Background: an optimization exercise with open tools, aiming at small area, a short achievable clock period and few clock cycles. Do not read the settings as production practice.
RTL that was checked went through simulation tests only; none was proved equivalent to the original.
No activity file was given, so power comes from the tool's default toggle rates.

==> nickel <==
## tpx3_codec
module tpx3_codec (
    input  wire        clk,
    input  wire        rst,
    input  wire        in_valid,
    output wire        in_ready,
    input  wire [7:0]  in_op,
    input  wire [47:0] in_a,
    input  wire [31:0] in_b,
    input  wire [31:0] in_c,
    input  wire [31:0] in_d,
    output wire        out_valid,
    input  wire        out_ready,
    output wire [47:0] out_res,
    output wire        out_err,
    output wire        out_amb
);
    localparam [7:0] OP_ADDR_ENC  = 8'h01;
    localparam [7:0] OP_ADDR_DEC  = 8'h02;
    localparam [7:0] OP_LFSR_STEP = 8'h08;
    localparam [7:0] OP_ENC_TOA   = 8'h10;
    localparam [7:0] OP_DEC_TOA   = 8'h11;
    localparam [7:0] OP_ENC_FTOA  = 8'h12;
    localparam [7:0] OP_DEC_FTOA  = 8'h13;
    localparam [7:0] OP_ENC_TOT   = 8'h14;
    localparam [7:0] OP_DEC_TOT   = 8'h15;
    localparam [7:0] OP_ENC_PC10  = 8'h18;
    localparam [7:0] OP_DEC_PC10  = 8'h19;
    localparam [7:0] OP_PKT_ASM   = 8'h40;
    localparam [7:0] OP_PKT_DIS   = 8'h41;
    localparam [7:0] OP_HIT_DEC   = 8'h43;
    localparam [9:0] TOT_OVV  = 10'h1FF;
    reg        s1_vld, s2_vld, s3_vld;
    reg [47:0] s1_res, s2_res, s3_res;            
    reg        s1_err, s2_err, s3_err;
    reg        s1_amb, s2_amb, s3_amb;
    reg        s4_vld;
    reg [47:0] s4_res;
    reg        s4_err, s4_amb;
    reg        s1_enc, s2_enc, s3_enc;            
  ...
Settings: LEC_CHECK=0, CAP_MARGIN=20, CORE_MARGIN=2, CORE_UTILIZATION=40, PLACE_DENSITY=0.6, SETUP_SLACK_MARGIN=5, SLEW_MARGIN=20; clock period 8.0 ns.
standard.sh (not shown) runs the stock make flow with config.mk's settings and CLKGATE_MAP_FILE= SYNTH_SCRIPT=/design/flow/synth_recipe.tcl, a recipe that flattens the netlist after the stock synthesis.
==> flow/flow/run.sh <==
#!/bin/bash
# The standard layout (standard.sh), except that the port buffers are
# buf_2 cells and timing repair may resize any cell to any size, not only to
# cells of the same footprint.  make's full output goes to make.log.
set -euo pipefail
bash standard.sh MATCH_CELL_FOOTPRINT=0 \
    "BUFFER_PORTS_ARGS=-buffer_cell sky130_fd_sc_hd__buf_2" finish > make.log 2>&1
==> tundra (differences from nickel) <==
SETUP_SLACK_MARGIN = 4.5   (was 5)
==> comparison <==
- tundra ran to the end with no violations. nickel produced a clean layout.
- Synthesized cell count is the same in nickel and tundra.
- Sequential power is about the same in tundra and nickel.
- Clock skew: nickel is lower than tundra (0.0022 ns).
- Hold slack: tundra is worse than nickel (0.0042 ns).
- Between tundra and nickel, the lower clock power is in nickel (gap about 10%, measured against nickel).
Testbench counts of nickel, summed over its fixed seeds: cycles 1,632.
Testbench counts of tundra, summed over its fixed seeds: cycles 1,632.

==> run a <==
tpx3_codec, a different RTL version from the one above (not shown whole).
export LEC_CHECK = 0
export CAP_MARGIN = 20
export CORE_MARGIN = 2
export CORE_UTILIZATION = 40
export PLACE_DENSITY = 0.6
export SETUP_SLACK_MARGIN = 5
export SLEW_MARGIN = 20
create_clock -name core_clock -period 8.0 [get_ports {clk}]
Scripts as last shown in full above: flow/flow/run.sh
==> inputs of run b, as changes to run a <==
Settings changed: SETUP_SLACK_MARGIN 5 to 4.
==> inputs of run c, as changes to run a <==
--- a/flow/design.v
+++ b/flow/design.v
@@ -24,40 +24,35 @@
     localparam [7:0] OP_ENC_TOT   = 8'h14;
     localparam [7:0] OP_DEC_TOT   = 8'h15;
     localparam [7:0] OP_ENC_PC10  = 8'h18;
     localparam [7:0] OP_DEC_PC10  = 8'h19;
     localparam [7:0] OP_PKT_ASM   = 8'h40;
     localparam [7:0] OP_PKT_DIS   = 8'h41;
     localparam [7:0] OP_HIT_DEC   = 8'h43;
     localparam [9:0] TOT_OVV  = 10'h1FF;
-    reg        s1_vld, s2_vld, s3_vld;
-    reg [47:0] s1_res, s2_res, s3_res;            
-    reg        s1_err, s2_err, s3_err;
-    reg        s1_amb, s2_amb, s3_amb;
-    reg [47:0] q0_res, q1_res;
-    reg        q0_err, q1_err, q0_amb, q1_amb;
-    reg        q0_vld, q1_vld;
-    reg        wp, rp;
+    reg        s1_vld, s2_vld, s3_vld, s4_vld;
+    reg [47:0] s1_res, s2_res, s3_res, s4_res;    
+    reg        s1_err, s2_err, s3_err, s4_err;
+    reg        s1_amb, s2_amb, s3_amb, s4_amb;
     reg        s1_enc, s2_enc, s3_enc;            
     reg        s1_dlo, s2_dlo, s3_dlo;            
     reg        s1_dhi, s2_dhi, s3_dhi;            
     reg        s1_glo, s1_ghi;                    
-    wire       s1_cod = s1_enc | s1_dlo | s1_dhi;
-    reg        s2_cod;       
+    reg [9:0]  s1_v;         
+    reg [9:0]  s2_x;         
     reg [4:0]  s2_k;         
     reg [4:0]  s3_r;         
-    wire en   = !(q0_vld && q1_vld);     
-    wire take = out_valid && out_ready;
-    wire put  = en && s3_vld;             
+    reg [9:0]  s3_p;         
+    wire en = !s4_vld || out_ready;      
     assign in_ready  = en;
-    assign out_valid = rp ? q1_vld : q0_vld;
-    assign out_res   = rp ? q1_res : q0_res;
-    assign out_err   = rp ? q1_err : q0_err;
-    assign out_amb   = rp ? q1_amb : q0_amb;
+    assign out_valid = s4_vld;
+    assign out_res   = s4_res;
+    assign out_err   = s4_err;
+    assign out_amb   = s4_amb;
     function [13:0] gray2bin(input [13:0] g);
         integer i;
         for (i = 0; i < 14; i = i + 1)
             gray2bin[i] = ^(g >> i);
     endfunction
     wire [7:0]  op = in_op;
     wire [47:0] a  = in_a;
     wire [31:0] b  = in_b;
@@ -88,22 +83,24 @@
     end
     wire        step_reg_bad = a_hi16 || (|(a[15:0] & ~step_mask));
     wire [15:0] sreg = a[15:0];
     wire        step_fb = sreg[t1[3:0]] ^ sreg[t2[3:0]] ^
                           (four ? (sreg[t3[3:0]] ^ sreg[t4[3:0]]) : 1'b0);
     wire [15:0] step_out = ({sreg[14:0], 1'b0} & step_mask) | {15'd0, step_fb};
     reg [47:0] c_res;
     reg        c_err, c_amb;
+    reg [9:0]  c_v;
     reg        c_enc, c_dlo, c_dhi;
     reg        c_glo, c_ghi;
     always @* begin
         c_res = 48'd0;
         c_err = 1'b0;
         c_amb = 1'b0;
+        c_v   = a[9:0];
         c_enc = 1'b0;
         c_dlo = 1'b0;
         c_dhi = 1'b0;
         c_glo = 1'b0;
         c_ghi = 1'b0;
         case (op)
             OP_ADDR_ENC: begin
                 c_err       = a_hi8 || (|b[31:8]);
@@ -130,97 +127,79 @@
                 c_res[3:0] = a_hi4 ? 4'd15 : a[3:0];
             end
             OP_DEC_FTOA: begin
                 c_err      = a_hi4;
                 c_res[3:0] = a[3:0];
             end
             OP_ENC_TOT, OP_ENC_PC10: begin
                 if (a_hi10 || a[9:1] == 9'h1FF) c_res[9:0] = TOT_OVV;
-                else begin
-                    c_enc        = 1'b1;
-                    c_res[13:4]  = a[9:0];
-                end
+                else c_enc = 1'b1;
             end
             OP_DEC_TOT, OP_DEC_PC10: begin
-                c_err       = a_hi10;
-                c_amb       = (a[9:0] == 10'd0);
-                c_dlo       = !c_amb;
-                c_res[13:4] = a[9:0];
+                c_err = a_hi10;
+                c_amb = (a[9:0] == 10'd0);
+                c_dlo = !c_amb;
             end
             OP_PKT_ASM: begin
                 c_err = a_hi16 || (|b[31:14]) || (|c[31:10]) || (|d[31:4]);
                 c_res = {4'b1010, a[15:0], b[13:0], c[9:0], d[3:0]};
             end
             OP_PKT_DIS: begin
                 c_err = !hdr_ok;
                 c_res = {4'd0, a[43:0]};
             end
             OP_HIT_DEC: begin
                 c_err = (|b[31:1]) || d[0] || !hdr_ok;
+                c_v   = a[13:4];
                 c_res = {4'd0, a[43:37], a[30], a[36:31], a[29:28],
                          a[27:14], a[13:4], a[3:0]};
                 c_ghi = c[0];
                 c_amb = !b[0] && (a[13:4] == 10'd0);
-                c_dhi = !b[0] && c[0] && !c_amb;    
+                if (!b[0] && c[0]) begin
+                    c_res[13:4] = 10'd0;
+                    c_dhi       = !c_amb;
+                end
             end
             default: c_err = 1'b1;
         endcase
     end
     always @(posedge clk) begin
         if (rst) begin
             s1_vld <= 1'b0;
             s2_vld <= 1'b0;
             s3_vld <= 1'b0;
-            q0_vld <= 1'b0;
-            q1_vld <= 1'b0;
-            wp     <= 1'b0;
-            rp     <= 1'b0;
-        end else begin
-            if (en) begin
-                s1_vld <= in_valid;
-                s2_vld <= s1_vld;
-                s3_vld <= s2_vld;
-            end
-            if ((put && !wp) || (take && !rp)) q0_vld <= put && !wp;
-            if ((put &&  wp) || (take &&  rp)) q1_vld <= put &&  wp;
-            if (put)  wp <= !wp;
-            if (take) rp <= !rp;
-        end
-    end
-    always @(posedge clk) begin
-        if (put && !wp) begin
-            q0_res <= d_res;  q0_err <= s3_err; q0_amb <= s3_amb;
-        end
-        if (put && wp) begin
-            q1_res <= d_res;  q1_err <= s3_err; q1_amb <= s3_amb;
+            s4_vld <= 1'b0;
+        end else if (en) begin
+            s1_vld <= in_valid;
+            s2_vld <= s1_vld;
+            s3_vld <= s2_vld;
+            s4_vld <= s3_vld;
         end
     end
     always @(posedge clk) begin
         if (en) begin
             s1_res <= c_res;  s1_err <= c_err;  s1_amb <= c_amb;
-            s1_enc <= c_enc;  s1_dlo <= c_dlo;  s1_dhi <= c_dhi;
+            s1_v   <= c_v;    s1_enc <= c_enc;  s1_dlo <= c_dlo;  s1_dhi <= c_dhi;
             s1_glo <= c_glo;  s1_ghi <= c_ghi;
             s2_res <= b_res;  s2_err <= s1_err; s2_amb <= s1_amb & ~s1_err;
             s2_enc <= s1_enc; s2_dlo <= s1_dlo & ~s1_err; s2_dhi <= s1_dhi & ~s1_err;
-            s2_cod <= (s1_enc | s1_dlo | s1_dhi) & ~s1_err;
-            s2_k   <= b_k;
-            s3_res <= c_res3; s3_err <= s2_err; s3_amb <= s2_amb;
+            s2_x   <= b_x;    s2_k   <= b_k;
+            s3_res <= s2_res; s3_err <= s2_err; s3_amb <= s2_amb;
             s3_enc <= s2_enc; s3_dlo <= s2_dlo; s3_dhi <= s2_dhi;
-            s3_r   <= c_r;
+            s3_p   <= c_p;    s3_r   <= c_r;
+            s4_res <= d_res;  s4_err <= s3_err; s4_amb <= s3_amb;
         end
     end
     wire [13:0] gsrc = s1_ghi ? s1_res[27:14] : s1_res[13:0];
     wire [13:0] gbin = gray2bin(gsrc);
     wire [47:0] b_res = s1_err ? 48'd0 :
                         {s1_res[47:28],
                          s1_ghi ? gbin : s1_res[27:14],
-                         s1_cod ? b_x  : s1_glo ? gbin[13:4] : s1_res[13:4],
-                         s1_glo ? gbin[3:0] : s1_res[3:0]};
-    wire [9:0]  s1_v = s1_res[13:4];
+                         s1_glo ? gbin : s1_res[13:0]};
     wire [9:0]  fa = {s1_v[6:0], s1_v[9:7]};    
     wire [4:0]  pk;                                
     assign pk[0] = (fa[0] & (fa[1] ^ fa[3] ^ fa[7] ^ fa[9])) ^ (fa[1] & (1'b1 ^ fa[2] ^ fa[4])) ^ (fa[2] & (fa[4] ^ fa[5] ^ fa[6])) ^ (fa[3] & (1'b1 ^ fa[4] ^ fa[6] ^ fa[8])) ^ (fa[4] & (fa[5] ^ fa[7] ^ fa[8] ^ fa[9])) ^ (fa[5] & (1'b1 ^ fa[6] ^ fa[7])) ^ (fa[6] & (1'b1 ^ fa[8] ^ fa[9])) ^ (fa[7] & (fa[9])) ^ fa[8];
     assign pk[1] = (fa[0] & (fa[1] ^ fa[2] ^ fa[6] ^ fa[8])) ^ (fa[1] & (fa[2] ^ fa[4] ^ fa[8])) ^ (fa[2] & (1'b1 ^ fa[3] ^ fa[5])) ^ (fa[3] & (fa[5] ^ fa[6] ^ fa[7])) ^ (fa[4] & (1'b1 ^ fa[5] ^ fa[7] ^ fa[9])) ^ (fa[5] & (fa[6] ^ fa[8] ^ fa[9])) ^ (fa[6] & (1'b1 ^ fa[7] ^ fa[8])) ^ (fa[7] & (1'b1 ^ fa[9])) ^ fa[9];
     assign pk[2] = (fa[0] & (fa[1] ^ fa[3] ^ fa[5] ^ fa[8])) ^ (fa[1] & (1'b1 ^ fa[3] ^ fa[4] ^ fa[6] ^ fa[7] ^ fa[8])) ^ (fa[2] & (fa[6] ^ fa[7] ^ fa[8])) ^ (fa[3] & (fa[5] ^ fa[6] ^ fa[9])) ^ fa[4] ^ (fa[5] & (1'b1 ^ fa[6] ^ fa[7] ^ fa[9])) ^ (fa[6] & (1'b1 ^ fa[7] ^ fa[8])) ^ fa[7] ^ fa[8];
     assign pk[3] = (fa[0] & (1'b1 ^ fa[2] ^ fa[3] ^ fa[6] ^ fa[8] ^ fa[9])) ^ (fa[1] & (fa[2] ^ fa[3] ^ fa[5] ^ fa[8])) ^ (fa[2] & (fa[7] ^ fa[9])) ^ (fa[3] & (fa[4] ^ fa[5] ^ fa[8] ^ fa[9])) ^ (fa[4] & (fa[6] ^ fa[7] ^ fa[9])) ^ (fa[5] & (1'b1 ^ fa[6] ^ fa[7])) ^ (fa[6] & (1'b1 ^ fa[7] ^ fa[9])) ^ (fa[8] & (fa[9])) ^ fa[9];
     assign pk[4] = (fa[0] & (fa[1] ^ fa[2] ^ fa[4] ^ fa[7] ^ fa[9])) ^ (fa[1] & (fa[6] ^ fa[8] ^ fa[9])) ^ (fa[2] & (fa[3] ^ fa[4] ^ fa[7] ^ fa[8] ^ fa[9])) ^ (fa[3] & (fa[5] ^ fa[6] ^ fa[8] ^ fa[9])) ^ (fa[4] & (1'b1 ^ fa[5] ^ fa[6] ^ fa[9])) ^ (fa[5] & (1'b1 ^ fa[6] ^ fa[8] ^ fa[9])) ^ (fa[7] & (fa[8])) ^ fa[8];
     wire [4:0]  elo_k = s1_v[4:0];
@@ -250,17 +229,16 @@
     assign c_y[2] = (~t6k[0] & t6k[1] & t6k[2] & ~t6k[3]) | (~t6k[0] & t6k[2] & t6k[3] & t6k[4]) | (t6k[0] & ~t6k[1] & t6k[3] & ~t6k[5]) | (~t6k[0] & t6k[2] & ~t6k[3] & ~t6k[5]) | (t6k[0] & ~t6k[1] & t6k[4] & ~t6k[5]) | (t6k[1] & t6k[2] & t6k[4] & t6k[5]) | (t6k[0] & t6k[1] & ~t6k[2] & ~t6k[3] & t6k[4]) | (~t6k[0] & ~t6k[1] & ~t6k[2] & ~t6k[3] & t6k[5]) | (t6k[0] & ~t6k[1] & t6k[2] & ~t6k[3] & t6k[5]) | (t6k[0] & t6k[1] & ~t6k[2] & ~t6k[4] & t6k[5]) | (~t6k[0] & ~t6k[1] & t6k[3] & ~t6k[4] & t6k[5]) | (~t6k[1] & t6k[3] & t6k[4] & ~t6k[5]) | (~t6k[0] & t6k[1] & ~t6k[3] & t6k[4] & ~t6k[5]) | (t6k[0] & ~t6k[1] & ~t6k[3] & ~t6k[4] & t6k[5]) | (t6k[0] & t6k[2] & t6k[3] & ~t6k[4] & ~t6k[5]) | (~t6k[0] & t6k[1] & ~t6k[2] & t6k[3] & ~t6k[4] & ~t6k[5]);
     assign c_y[3] = (t6k[0] & ~t6k[2] & t6k[3]) | (t6k[0] & ~t6k[2] & ~t6k[5]) | (~t6k[0] & t6k[2] & ~t6k[3] & t6k[5]) | (~t6k[0] & t6k[1] & t6k[4] & ~t6k[5]) | (t6k[0] & t6k[1] & t6k[4] & t6k[5]) | (t6k[0] & ~t6k[1] & t6k[3] & ~t6k[4]) | (~t6k[1] & ~t6k[2] & t6k[3] & t6k[5]) | (t6k[0] & t6k[3] & t6k[4] & ~t6k[5]) | (~t6k[0] & t6k[1] & t6k[2] & t6k[3] & ~t6k[4]) | (t6k[1] & ~t6k[2] & t6k[3] & t6k[4]) | (t6k[0] & t6k[1] & t6k[3] & t6k[5]) | (t6k[0] & t6k[1] & ~t6k[3] & ~t6k[4] & ~t6k[5]) | (~t6k[0] & t6k[2] & t6k[3] & ~t6k[4] & ~t6k[5]);
     assign c_y[4] = (t6k[1] & t6k[3] & t6k[4]) | (t6k[1] & t6k[4] & ~t6k[5]) | (t6k[0] & ~t6k[1] & ~t6k[2] & ~t6k[3]) | (t6k[0] & t6k[1] & t6k[2] & ~t6k[3]) | (t6k[0] & ~t6k[2] & t6k[3] & ~t6k[5]) | (~t6k[0] & ~t6k[2] & t6k[3] & t6k[4]) | (~t6k[1] & ~t6k[2] & ~t6k[3] & t6k[5]) | (~t6k[0] & ~t6k[1] & t6k[2] & t6k[3] & ~t6k[5]) | (~t6k[0] & t6k[2] & ~t6k[3] & ~t6k[4] & t6k[5]) | (~t6k[0] & t6k[1] & ~t6k[2] & ~t6k[3] & ~t6k[5]) | (t6k[0] & ~t6k[1] & t6k[3] & ~t6k[4] & ~t6k[5]) | (t6k[0] & t6k[1] & ~t6k[3] & ~t6k[4] & t6k[5]);
     assign c_y[5] = (~t6k[0] & t6k[3] & t6k[4]) | (t6k[0] & ~t6k[2] & ~t6k[5]) | (~t6k[0] & ~t6k[2] & ~t6k[3] & ~t6k[4]) | (~t6k[0] & ~t6k[1] & t6k[2] & t6k[3]) | (t6k[0] & t6k[1] & ~t6k[2] & t6k[4]) | (~t6k[0] & ~t6k[1] & t6k[2] & t6k[4]) | (~t6k[0] & t6k[1] & t6k[3] & t6k[5]) | (t6k[0] & ~t6k[1] & ~t6k[4] & ~t6k[5]) | (t6k[1] & ~t6k[2] & ~t6k[3] & ~t6k[5]) | (~t6k[0] & t6k[2] & t6k[4] & t6k[5]) | (t6k[0] & t6k[1] & ~t6k[3] & t6k[4] & ~t6k[5]) | (~t6k[1] & t6k[2] & ~t6k[3] & t6k[4] & t6k[5]) | (t6k[0] & t6k[1] & t6k[2] & ~t6k[3] & ~t6k[4] & t6k[5]);
     assign c_y[6] = (~t6k[0] & ~t6k[1] & t6k[3] & t6k[4]) | (t6k[0] & ~t6k[2] & t6k[3] & ~t6k[5]) | (~t6k[0] & ~t6k[1] & t6k[2] & ~t6k[5]) | (~t6k[0] & t6k[3] & t6k[4] & ~t6k[5]) | (~t6k[0] & t6k[1] & ~t6k[2] & ~t6k[3] & t6k[4]) | (t6k[0] & t6k[1] & t6k[2] & ~t6k[3] & ~t6k[5]) | (t6k[1] & ~t6k[2] & ~t6k[3] & ~t6k[4] & ~t6k[5]) | (~t6k[1] & ~t6k[2] & t6k[3] & t6k[4]) | (~t6k[0] & ~t6k[1] & t6k[3] & ~t6k[5]) | (~t6k[0] & ~t6k[1] & t6k[2] & ~t6k[3] & ~t6k[4]) | (t6k[0] & t6k[1] & ~t6k[2] & t6k[3] & ~t6k[4]) | (t6k[0] & ~t6k[1] & ~t6k[2] & t6k[4] & ~t6k[5]) | (t6k[0] & t6k[2] & ~t6k[3] & ~t6k[4] & ~t6k[5]) | (~t6k[0] & t6k[1] & t6k[2] & t6k[3] & ~t6k[4] & t6k[5]) | (t6k[0] & t6k[1] & t6k[2] & t6k[3] & t6k[4] & t6k[5]);
     assign c_y[7] = (~t6k[0] & ~t6k[1] & t6k[2] & ~t6k[3]) | (~t6k[0] & t6k[1] & ~t6k[2] & t6k[3]) | (t6k[0] & t6k[1] & ~t6k[2] & ~t6k[4]) | (~t6k[1] & ~t6k[2] & ~t6k[3] & t6k[4]) | (~t6k[0] & t6k[1] & ~t6k[4] & t6k[5]) | (~t6k[1] & t6k[2] & ~t6k[4] & ~t6k[5]) | (~t6k[0] & ~t6k[2] & t6k[3] & ~t6k[4]) | (t6k[0] & t6k[1] & t6k[2] & ~t6k[3] & t6k[4]) | (t6k[0] & ~t6k[2] & t6k[3] & t6k[4] & ~t6k[5]) | (~t6k[0] & t6k[2] & t6k[3] & t6k[4] & ~t6k[5]) | (~t6k[1] & t6k[2] & ~t6k[3] & ~t6k[4]) | (t6k[0] & t6k[1] & t6k[2] & ~t6k[3] & ~t6k[5]) | (~t6k[0] & t6k[1] & ~t6k[2] & t6k[4] & ~t6k[5]);
     assign c_y[8] = (~t6k[0] & ~t6k[2] & t6k[3]) | (t6k[1] & t6k[2] & t6k[5]) | (~t6k[0] & ~t6k[1] & ~t6k[5]) | (~t6k[1] & ~t6k[2] & ~t6k[4] & t6k[5]) | (t6k[0] & t6k[1] & t6k[2] & ~t6k[3]) | (t6k[1] & ~t6k[2] & t6k[3] & ~t6k[4]) | (~t6k[1] & ~t6k[2] & t6k[3] & t6k[4]) | (~t6k[1] & ~t6k[3] & t6k[4] & ~t6k[5]) | (t6k[0] & ~t6k[1] & t6k[2] & t6k[3] & ~t6k[4]) | (~t6k[0] & t6k[1] & t6k[3] & ~t6k[4]) | (t6k[1] & ~t6k[2] & t6k[3] & ~t6k[5]) | (t6k[0] & t6k[1] & ~t6k[2] & ~t6k[4] & ~t6k[5]) | (t6k[0] & t6k[1] & ~t6k[3] & t6k[4] & t6k[5]);
     assign c_y[9] = (~t6k[3] & t6k[4] & t6k[5]) | (~t6k[0] & ~t6k[1] & ~t6k[3]) | (~t6k[0] & t6k[1] & t6k[3] & ~t6k[4]) | (~t6k[2] & t6k[3] & t6k[4] & ~t6k[5]) | (t6k[0] & t6k[1] & t6k[2] & t6k[4]) | (~t6k[1] & ~t6k[2] & ~t6k[4] & t6k[5]) | (~t6k[0] & ~t6k[1] & t6k[2] & ~t6k[5]) | (t6k[0] & t6k[1] & ~t6k[3] & ~t6k[4] & ~t6k[5]) | (t6k[0] & t6k[2] & ~t6k[3] & t6k[4]) | (~t6k[0] & t6k[2] & ~t6k[4] & ~t6k[5]) | (t6k[0] & t6k[1] & t6k[2] & t6k[3] & t6k[5]) | (~t6k[1] & t6k[2] & t6k[3] & ~t6k[4] & ~t6k[5]);
-    wire [9:0]  s2_x = s2_res[13:4];
     wire [9:0]  c_p;
     wire s2_x_c_y_d0 = (s2_x[0] & c_y[0]);
     wire s2_x_c_y_d1 = (s2_x[0] & c_y[1]) ^ (s2_x[1] & c_y[0]);
     wire s2_x_c_y_d2 = (s2_x[0] & c_y[2]) ^ (s2_x[1] & c_y[1]) ^ (s2_x[2] & c_y[0]);
     wire s2_x_c_y_d3 = (s2_x[0] & c_y[3]) ^ (s2_x[1] & c_y[2]) ^ (s2_x[2] & c_y[1]) ^ (s2_x[3] & c_y[0]);
     wire s2_x_c_y_d4 = (s2_x[0] & c_y[4]) ^ (s2_x[1] & c_y[3]) ^ (s2_x[2] & c_y[2]) ^ (s2_x[3] & c_y[1]) ^ (s2_x[4] & c_y[0]);
     wire s2_x_c_y_d5 = (s2_x[0] & c_y[5]) ^ (s2_x[1] & c_y[4]) ^ (s2_x[2] & c_y[3]) ^ (s2_x[3] & c_y[2]) ^ (s2_x[4] & c_y[1]) ^ (s2_x[5] & c_y[0]);
     wire s2_x_c_y_d6 = (s2_x[0] & c_y[6]) ^ (s2_x[1] & c_y[5]) ^ (s2_x[2] & c_y[4]) ^ (s2_x[3] & c_y[3]) ^ (s2_x[4] & c_y[2]) ^ (s2_x[5] & c_y[1]) ^ (s2_x[6] & c_y[0]);
@@ -281,18 +259,16 @@
     assign c_p[2] = s2_x_c_y_d2 ^ s2_x_c_y_d12;
     assign c_p[3] = s2_x_c_y_d3 ^ s2_x_c_y_d10 ^ s2_x_c_y_d13 ^ s2_x_c_y_d17;
     assign c_p[4] = s2_x_c_y_d4 ^ s2_x_c_y_d11 ^ s2_x_c_y_d14 ^ s2_x_c_y_d18;
     assign c_p[5] = s2_x_c_y_d5 ^ s2_x_c_y_d12 ^ s2_x_c_y_d15;
     assign c_p[6] = s2_x_c_y_d6 ^ s2_x_c_y_d13 ^ s2_x_c_y_d16;
     assign c_p[7] = s2_x_c_y_d7 ^ s2_x_c_y_d14 ^ s2_x_c_y_d17;
     assign c_p[8] = s2_x_c_y_d8 ^ s2_x_c_y_d15 ^ s2_x_c_y_d18;
     assign c_p[9] = s2_x_c_y_d9 ^ s2_x_c_y_d16;
-    wire [47:0] c_res3 = {s2_res[47:14], s2_cod ? c_p : s2_res[13:4], s2_res[3:0]};
-    wire [9:0]  s3_p = s3_res[13:4];
     wire [6:0]  t2k = {s3_p[8], s3_p[7], s3_p[6], s3_p[4], s3_p[2], s3_p[1], s3_p[0]};
     wire [9:0]  u;                                 
     assign u[0] = (t2k[3] & ~t2k[4] & t2k[6]) | (t2k[0] & ~t2k[2] & t2k[4] & ~t2k[5]) | (t2k[3] & ~t2k[5] & ~t2k[6]) | (t2k[0] & t2k[4] & ~t2k[6]) | (~t2k[1] & ~t2k[4] & t2k[6]) | (~t2k[0] & t2k[1] & ~t2k[2] & t2k[4] & t2k[5]);
     assign u[1] = (~t2k[0] & ~t2k[3] & t2k[5]) | (~t2k[0] & t2k[2] & ~t2k[5]) | (~t2k[0] & ~t2k[1] & ~t2k[2] & t2k[6]) | (~t2k[0] & t2k[1] & ~t2k[4] & t2k[5]) | (t2k[0] & ~t2k[1] & ~t2k[3]) | (t2k[0] & ~t2k[4] & ~t2k[5]);
     assign u[2] = (t2k[2] & t2k[4]) | (~t2k[4] & ~t2k[5] & ~t2k[6]) | (~t2k[1] & t2k[2]) | (~t2k[0] & ~t2k[1] & t2k[4] & t2k[5]) | (~t2k[0] & t2k[2] & t2k[5]) | (t2k[0] & t2k[3] & ~t2k[5]);
     assign u[3] = (~t2k[1] & t2k[4] & ~t2k[5]) | (t2k[1] & ~t2k[4] & t2k[6]) | (~t2k[3] & ~t2k[5] & ~t2k[6]) | (~t2k[2] & ~t2k[3] & t2k[4] & t2k[5]) | (t2k[0] & t2k[1] & t2k[3]) | (~t2k[0] & ~t2k[1] & t2k[2] & t2k[5]);
     assign u[4] = (~t2k[0] & ~t2k[3] & t2k[5]) | (t2k[0] & t2k[5] & t2k[6]) | (~t2k[0] & t2k[1] & ~t2k[4] & ~t2k[5]) | (~t2k[0] & t2k[2] & ~t2k[4] & t2k[5]) | (~t2k[1] & ~t2k[4] & ~t2k[6]) | (t2k[1] & ~t2k[2] & t2k[4] & t2k[5]);
     assign u[5] = (~t2k[0] & ~t2k[3] & t2k[4]) | (t2k[1] & ~t2k[3] & ~t2k[4]) | (~t2k[1] & t2k[4] & t2k[5]) | (t2k[2] & t2k[4] & t2k[6]) | (~t2k[0] & t2k[5] & ~t2k[6]) | (t2k[0] & ~t2k[2] & ~t2k[3] & t2k[5]);
@@ -310,11 +286,12 @@
     assign ac[4] = ag[3] | (ap[3] & ag[2]) | (ap[3] & ap[2] & ag[1]) | (ap[3] & ap[2] & ap[1] & ag[0]);
     assign ac[5] = ag[4] | (ap[4] & ac[4]);
     wire [4:0]  uhi1 = u[9:5] ^ {&u[8:5], &u[7:5], &u[6:5], u[5], 1'b1};
     wire [9:0]  dcnt = {ac[5] ? uhi1 : u[9:5], ap ^ ac[4:0]};
     wire [9:0]  ecnt = {s3_p[2:0], s3_p[9:3]};   
     wire [9:0]  cod  = s3_enc ? ecnt : dcnt;
     wire        cl   = s3_enc | s3_dlo;
     wire [47:0] d_res = {s3_res[47:14],
-                         s3_dhi ? cod : cl ? {4'd0, cod[9:4]} : s3_res[13:4],
-                         cl ? cod[3:0] : s3_res[3:0]};
+                         s3_res[13:10] | (s3_dhi ? cod[9:6] : 4'd0),
+                         s3_res[9:4]   | (s3_dhi ? cod[5:0] : 6'd0) | (cl ? cod[9:4] : 6'd0),
+                         s3_res[3:0]   | (cl ? cod[3:0] : 4'd0)};
 endmodule
==> inputs of run d, as changes to run a <==
==> flow/run.sh (new file) <==
#!/bin/bash
# synth_recipe.tcl (not shown) runs the flow's synth.tcl, then flattens the netlist and writes it again
# the make line also repeats each setting of config.mk as NAME=value (left out here)
make -C /OpenROAD-flow-scripts/flow DESIGN_CONFIG=/design/flow/config.mk WORK_HOME=/design/flow/orfs CLKGATE_MAP_FILE= SYNTH_SCRIPT=/design/flow/synth_recipe.tcl finish
removed: flow/flow/run.sh
removed: flow/standard.sh
==> results.yml <==
floorplan:
  taps: 532
worst_setup_path:
  slowest_delay_ns: 0.14
  arrival_ns: 2.07
finish:
  nets: 2108
  num-clock-buffers: 31
  buffers_excl_clock: 372
grt:
  grt_pass1_wl_um: 78100
outcome:
  status: "finished clean"
placement:
  dp.cells: 2246
synthesis:
  synth-xor-area-share: 0.119
  synth-adder-area-share: 0.0426
sta:
  hold_ws_ns: 0.406
  tightest_slew_ns: 0.826
(the above is from run c)
==> results.yml <==
detailed_routing:
  wl_met2_um: 27400
  drcViolationCount: 0
  wl_per_cell_um: 22.0
  wl_met1_um: 24200
floorplan:
  taps: 600
placement:
  dp.cells: 2420
pwr:
  pwr-share-seq: 0.420
finish:
  num-clock-buffers: 31
  nets: 2222
worst_setup_path:
  arrival_ns: 3.64
  reg2regPathDepth: 12
  slowest_delay_ns: 0.42
outcome:
  status: "finished clean"
synthesis:
  synth-xor-area-share: 0.107
  synthTopCellsByArea: "edfxtp_1, xnor2_1, ha_1, nand2_1, mux2_2"
  synth-adder-area-share: 0.0390
sta:
  hold_violations: 0
  tightest_slew_ns: 0.949
grt:
  grt_pass1_wl_um: 86800
(the above is from run a)
==> results.yml <==
worst_setup_path:
  crit_type: "register to register"
  start_kind: "register"
  arrival_ns: 3.71
hold_path:
  hp-start: "s2_res[29]$_SDFFCE_PP0N_"
finish:
  num-clock-buffers: 30
  buffers_excl_clock: 384
  nets: 2222
sta:
  hold_ws_ns: 0.417
  tightest_slew_ns: 0.984
outcome:
  status: "finished clean"
synthesis:
  synth-adder-area-share: 0.0390
  synth-xor-area-share: 0.107
placement:
  gp_congestion: 0.930
floorplan:
  taps: 600
grt:
  grt_pass1_wl_um: 90100
(the above is from run d)
==> results.yml <==
outcome:
  status: "finished clean"
placement:
  dp.cells: 2420
hold_path:
  min_path_cells: 0
finish:
  num-clock-buffers: 33
  final_layout_size_suffix_gt1_frac: 0.215
  buffers_excl_clock: 237
  nets: 2073
grt:
  grt_pass1_wl_um: 80300
synthesis:
  synth-xor-area-share: 0.107
  synth-adder-area-share: 0.0390
clock_tree:
  htreeDepth: 1
floorplan:
  taps: 600
worst_setup_path:
  slowest_delay_ns: 0.45
(the above is from run b)
Testbench counts of run a, summed over its fixed seeds: cycles 1,632.
Testbench counts of run b, summed over its fixed seeds: cycles 1,632.
Testbench counts of run d, summed over its fixed seeds: cycles 1,632.
For run c, only the layout was checked, not whether the RTL still works.

-- what the ideal ports hide --
The results above use ideal ports. As a check the final layouts listed here were re-extracted and re-timed, cells and wires unchanged.
Step 1 (the two cells are an assumption about what drives the block):
set clk [get_ports {clk}]
set_driving_cell -lib_cell sky130_fd_sc_hd__clkbuf_16 $clk
set_driving_cell -lib_cell sky130_fd_sc_hd__buf_2 [delete_from_list [all_inputs] $clk]
Step 2 also shifts input and output timing later by t, the mid clock arrival at the registers, as if the neighbouring blocks saw the same clock.
Slacks: no drivers / after step 1 / after step 2; pairs: no drivers / after step 1.
run	t, ns	setup WS [ns]	worst setup path after step 2	worst data-port slew with drivers (ns)
nickel	0.580	4.415 / 4.361 / 4.101	input to register	0.08
tundra	0.589	4.417 / 4.378 / 3.959	input to register	0.05
run a	0.609	4.670 / 4.634 / 4.200	input to register	0.07
run b	0.607	4.250 / 4.250 / 3.903	input to register	0.05
run c	0.584	4.330 / 4.296 / 4.250	input to register	0.08
run d	0.609	4.591 / 4.565 / 4.226	input to register	0.07
After both steps every run listed still meets setup and hold. For run a, which loses most, drivers alone change the setup slack by -0.036 ns; drivers and shift together by -0.470 ns.
